From an optimization exercise on the open Yosys and OpenROAD flow, aimed at small area; shortcuts taken in it are not production practice.
In this exercise RTL edits were held to simulation tests only and were not proved equivalent to the original.

## belt_core
module belt_core (
    input  wire        clk,
    input  wire        rst,
    output reg         mem_req,
    output reg         mem_we,
    output wire [15:0] mem_addr,
    output wire [15:0] mem_wdata,
    input  wire        mem_ready,
    input  wire [15:0] mem_rdata,
    output wire        halted,
    output wire [1:0]  result,
    output wire [15:0] pc_o,
    output wire [15:0] sp_o
);
    localparam [4:0] S_CLR    = 5'd0,
                     S_F0     = 5'd1,
                     S_FKQ    = 5'd2,    
                     S_FKS    = 5'd3,    
                     S_OPS    = 5'd4,    
                     S_EXEC   = 5'd5,
                     S_MUL    = 5'd6,
                     S_DIV    = 5'd7,
                     S_SHIFT  = 5'd8,
                     S_COPY   = 5'd9,    
                     S_PUSH   = 5'd10,   
                     S_LD     = 5'd11,   
                     S_JMP    = 5'd12,   
                     S_SKIP   = 5'd13,   
                     S_CALL0  = 5'd14,   
                     S_CALL   = 5'd15,
                     S_RET    = 5'd16,
                     S_RA     = 5'd17,
                     S_RSP    = 5'd18,
                     S_ST     = 5'd19,   
                     S_PSH0   = 5'd20,   
                     S_POP    = 5'd21,
                     S_HALT2  = 5'd24,
                     S_HALT3  = 5'd25;
    reg [4:0]  state;
    reg [15:0] ring [0:15];
    reg [3:0]  idx;
    reg [4:0]  cnt;
    reg        gotp, gotq, sfull;
    reg [15:0] dring;    
    reg        dph;      
    reg [3:0]  tag;
    reg [15:0] ir;
    reg [15:0] p;
    reg [15:0] q;
    reg [15:0] s;
    reg [15:0] pcm;
    reg [15:0] sp;
    wire [15:0] tap = ring[15];
    assign halted    = (state == S_HALT2) | (state == S_HALT3);
    assign result    = {1'b1, state == S_HALT3};
    assign pc_o      = pcm;
    assign sp_o      = sp;
    assign mem_wdata = s;
    wire [3:0] cls = ir[15:12];
    wire [3:0] sub = ir[11:8];
  ...
clock: 10.0 ns
lec_check: 0
cap_margin: 20
core_margin: 2
core_utilization: 40
place_density: 0.6
slew_margin: 20
standard.sh (not shown) runs the stock make flow with config.mk's settings and CLKGATE_MAP_FILE= SYNTH_SCRIPT=/design/flow/synth_recipe.tcl, a recipe that flattens the netlist after the stock synthesis.
==> flow/flow/run.sh <==
#!/bin/bash
# The standard layout (standard.sh) with three changes:
#  1. after the standard synthesis, the combinational logic is mapped again
#     by ABC with an area-oriented script (flip-flops are kept as they are:
#     same cells, same names), see resyn below;
#  2. ports are buffered with the smallest buffer, buf_1;
#  3. CTS uses clkbuf_8 in clusters of at most 15 sinks and inserts no
#     dummy loads.
# Each tool writes its full output to a log file in this folder.
set -euo pipefail
export BUFFER_PORTS_ARGS="-buffer_cell sky130_fd_sc_hd__buf_1"
export CTS_ARGS="-sink_clustering_enable -repair_clock_nets -dont_use_dummy_load -buf_list {sky130_fd_sc_hd__clkbuf_8} -sink_clustering_size 15 -sink_clustering_max_diameter 50"

R=orfs/results/${FLOW_PLATFORM}/belt_core/base
LIB=${FLOW_HOME}/platforms/${FLOW_PLATFORM}/lib/sky130_fd_sc_hd__tt_025C_1v80.lib

# standard synthesis
bash standard.sh synth > synth.log 2>&1
cp $R/1_2_yosys.v 1_2_yosys_standard.v

# remap the combinational logic for area
DU=$(sed -n '/DONT_USE_CELLS += /,/^#/p' ${FLOW_HOME}/platforms/${FLOW_PLATFORM}/config.mk \
     | grep -o 'sky130_fd_sc_hd__[a-z0-9_]*' | sed 's/^/-dont_use /' | tr '\n' ' ')
SEQ=$(grep -o 'sky130_fd_sc_hd__[a-z0-9_]*' 1_2_yosys_standard.v | sort -u \
      | grep -E '__(df|edf|sdf|sedf|dl)' | tr '\n' ' ')
printf 'strash\n&get -n\n&deepsyn -T 40\n&put\ndch -f\nmap -a\nstrash\ndch -f\nmap -a\ntopo\n' > resyn.abc
cat > resyn.ys <<EOT
read_liberty -ignore_miss_func $LIB
blackbox $SEQ
read_verilog 1_2_yosys_standard.v
hierarchy -top ${FLOW_TOP}
flatten
opt_clean -purge
abc -liberty $LIB $DU -script resyn.abc
setundef -zero
splitnets
opt_clean -purge
hilomap -singleton -hicell sky130_fd_sc_hd__conb_1 HI -locell sky130_fd_sc_hd__conb_1 LO
insbuf -buf sky130_fd_sc_hd__buf_4 A X
opt_clean -purge
stat -liberty $LIB
write_verilog -noattr -nohex -nodec 1_2_yosys_resyn.v
EOT
yosys -s resyn.ys > resyn.log 2>&1
cp 1_2_yosys_resyn.v $R/1_2_yosys.v

# the rest of the flow (1_synth.odb is rebuilt from the new netlist)
bash standard.sh > standard.log 2>&1
Change:
--- a/flow/design.v
+++ b/flow/design.v
@@ -52,15 +52,20 @@
     reg [15:0] sp;
     wire [15:0] tap = ring[15];
     assign halted    = (state == S_HALT2) | (state == S_HALT3);
     assign result    = {1'b1, state == S_HALT3};
     assign pc_o      = pcm;
     assign sp_o      = sp;
     assign mem_wdata = s;
-    wire [3:0] cls = ir[15:12];
+    wire [3:0] cls = {1'b0, ir[14:12]};
+    wire       is1 = (ir[14:12] == 3'd1);
+    wire       is2 = (ir[14:12] == 3'd2);
+    wire       is3 = (ir[14:12] == 3'd3);
+    wire       is4 = (ir[14:12] == 3'd4);
+    wire       is6 = (ir[14:12] == 3'd6);
     wire [3:0] sub = ir[11:8];
     wire [3:0] fp  = ir[7:4];
     wire [3:0] fq  = ir[3:0];
     wire at_p  = (idx == fp);
     wire at_q  = (idx == fq);
     wire at_15 = (idx == 4'd15);
     wire [3:0] d_cls = mem_rdata[15:12];
@@ -76,19 +81,19 @@
             4'd4:    d_valid = (d_sub < 4'd10);
             4'd5:    d_valid = (d_sub < 4'd3);
             4'd6:    d_valid = (d_sub < 4'd3)  && d_q0;
             4'd7:    d_valid = (d_sub < 4'd2)  && d_p0 && d_q0;    
             default: d_valid = 1'b0;
         endcase
     end
-    wire need_q  = (cls == 4'd4) | (cls == 4'd5);
-    wire save    = (cls == 4'd4) & (sub == 4'd9);
-    wire p_to_s  = (cls == 4'd1) | save | (cls == 4'd6 && sub == 4'd2);
-    wire push_s  = (cls == 4'd2) | (cls == 4'd6) | (cls == 4'd7);
-    wire shl     = (cls == 4'd3) ? (sub == 4'd0) : (sub == 4'd7);
+    wire need_q  = ir[14] & ~ir[13];                   
+    wire save    = is4 & ir[11] & ir[8];               
+    wire p_to_s  = is1 | save | (is6 & ir[9]);
+    wire push_s  = ir[13] & (ir[14] | ~ir[12]);        
+    wire shl     = is3 ? ~ir[8] : ~ir[11];              
     localparam [1:0] A_Q = 2'd0, A_PSH = 2'd1, A_PC = 2'd2, A_SP = 2'd3;
     localparam [1:0] B_OFF = 2'd0, B_S = 2'd1, B_NS = 2'd2, B_MUL = 2'd3;
     localparam [1:0] L_AND = 2'd0, L_OR = 2'd1, L_XOR = 2'd2;
     reg  [1:0]  asel, bsel, lop;
     reg  [5:0]  off;
     reg         cin, shin;
     reg  [15:0] a, b;
@@ -109,15 +114,14 @@
     wire        cout  = sum17[16];
     wire        l_and = (lop != L_XOR);
     wire        l_xor = (lop != L_AND);
     wire [15:0] lres  = ((a & b) & {16{l_and}}) | ((a ^ b) & {16{l_xor}});
     assign mem_addr = sum;
     wire div_ge = p[15] | cout;
     wire zero   = (sum == 16'd0);
-    wire s0     = (s == 16'd0);
     wire cnt0   = (cnt == 5'd0);
     wire [3:0] ret_n   = fq;
     wire [3:0] slot    = cnt[3:0] - 4'd1;
     wire       at_slot = (idx == slot);
     reg        wr, wsel_s, push;           
     reg [1:0]  p_op;                       
     reg [1:0]  q_op;                       
@@ -205,17 +209,17 @@
                 if (mem_ready) begin
                     pc_en = 1'b1;
                     if (state == S_FKS) begin
                         s_op   = 2'd2;
                         nstate = S_PUSH;
                     end else begin
                         q_op = 2'd2;
-                        if (cls == 4'd1)
+                        if (is1)
                             nstate = S_OPS;
-                        else if (cls == 4'd2)
+                        else if (is2)
                             case (sub[1:0])
                                 2'd0:    nstate = S_LD;
                                 2'd2:    nstate = S_CALL0;
                                 default: nstate = S_JMP;
                             endcase
                         else
                             nstate = S_JMP;    
@@ -262,24 +266,24 @@
                         endcase
                     end
                     4'd6: case (sub[1:0])
                         2'd0:    nstate = S_LD;
                         2'd1:    nstate = S_JMP;
                         default: nstate = S_ST;
                     endcase
-                    default: case (sub)       
-                        4'd0: begin p_op = 2'd2; nstate = S_PUSH; end
-                        4'd1: begin p_op = 2'd2; bsel = B_NS; cin = 1'b1; nstate = S_PUSH; end
-                        4'd2: nstate = S_MUL;
-                        4'd3: nstate = s0 ? S_HALT3 : S_DIV;
-                        4'd4: begin p_op = 2'd1; lop = L_AND; nstate = S_PUSH; end
-                        4'd5: begin p_op = 2'd1; lop = L_OR;  nstate = S_PUSH; end
-                        4'd6: begin p_op = 2'd1; lop = L_XOR; nstate = S_PUSH; end
-                        4'd7, 4'd8: begin cnt_n = {1'b0, s[3:0]}; nstate = S_SHIFT; end
-                        default: nstate = S_ST;   
+                    default: casez (sub)      
+                        4'b1??1: nstate = S_ST;   
+                        4'b1??0, 4'b0111: begin cnt_n = {1'b0, s[3:0]}; nstate = S_SHIFT; end
+                        4'b0000: begin p_op = 2'd2; nstate = S_PUSH; end
+                        4'b0001: begin p_op = 2'd2; bsel = B_NS; cin = 1'b1; nstate = S_PUSH; end
+                        4'b0010: nstate = S_MUL;
+                        4'b0011: begin asel = A_PSH; nstate = zero ? S_HALT3 : S_DIV; end   
+                        4'b0100: begin p_op = 2'd1; lop = L_AND; nstate = S_PUSH; end
+                        4'b0101: begin p_op = 2'd1; lop = L_OR;  nstate = S_PUSH; end
+                        default: begin p_op = 2'd1; lop = L_XOR; nstate = S_PUSH; end
                     endcase
                 endcase
             end
             S_MUL: begin
                 asel = A_PSH;
                 bsel = B_MUL;
                 if (cnt0)
@@ -442,15 +446,15 @@
                 off    = 6'h3f;
                 sp_en  = 1'b1;
                 nstate = S_OPS;
             end
             S_ST: begin
                 mem_req = 1'b1;
                 mem_we  = 1'b1;
-                if (cls == 4'd6) begin
+                if (is6) begin
                     asel = A_SP;
                     off  = 6'd1;
                 end
                 if (mem_ready)
                     nstate = S_F0;
             end
             default: ;    
What happened:
- routed wire length grows by 5.0%
- critical path depth goes down by 2
- hold slack gets better by 12 ps
- setup slack barely changes
- via count stays the same
- design area stays flat
- area after synthesis went down by 0.86%

re-timing with driven ports:
How much do the figures lean on ideal ports? The routed layouts below were timed once more, with nothing changed but the port constraints.
Step 1 (the two cells are an assumption about what drives the block):
set clk [get_ports {clk}]
set_driving_cell -lib_cell sky130_fd_sc_hd__clkbuf_16 $clk
set_driving_cell -lib_cell sky130_fd_sc_hd__buf_2 [delete_from_list [all_inputs] $clk]
Step 2 moves the port delays by t, midway between the first and last clock arrival at a register: inputs arrive t later, outputs are due t later. That takes back most of the time a late clock gives input paths.
Slacks: ideal / step 1 / step 2; pairs: ideal / step 1.
| run | t (ns) | setup slack, ns | slew at the worst register clock pin (ns) |
|---|---|---|---|
| the first run | 0.571 | 0.739 / 0.692 / 1.263 | 0.09 / 0.09 |
| the second run | 0.601 | 0.738 / 0.692 / 1.292 | 0.09 / 0.09 |
After both steps setup and hold are still met in every run listed.
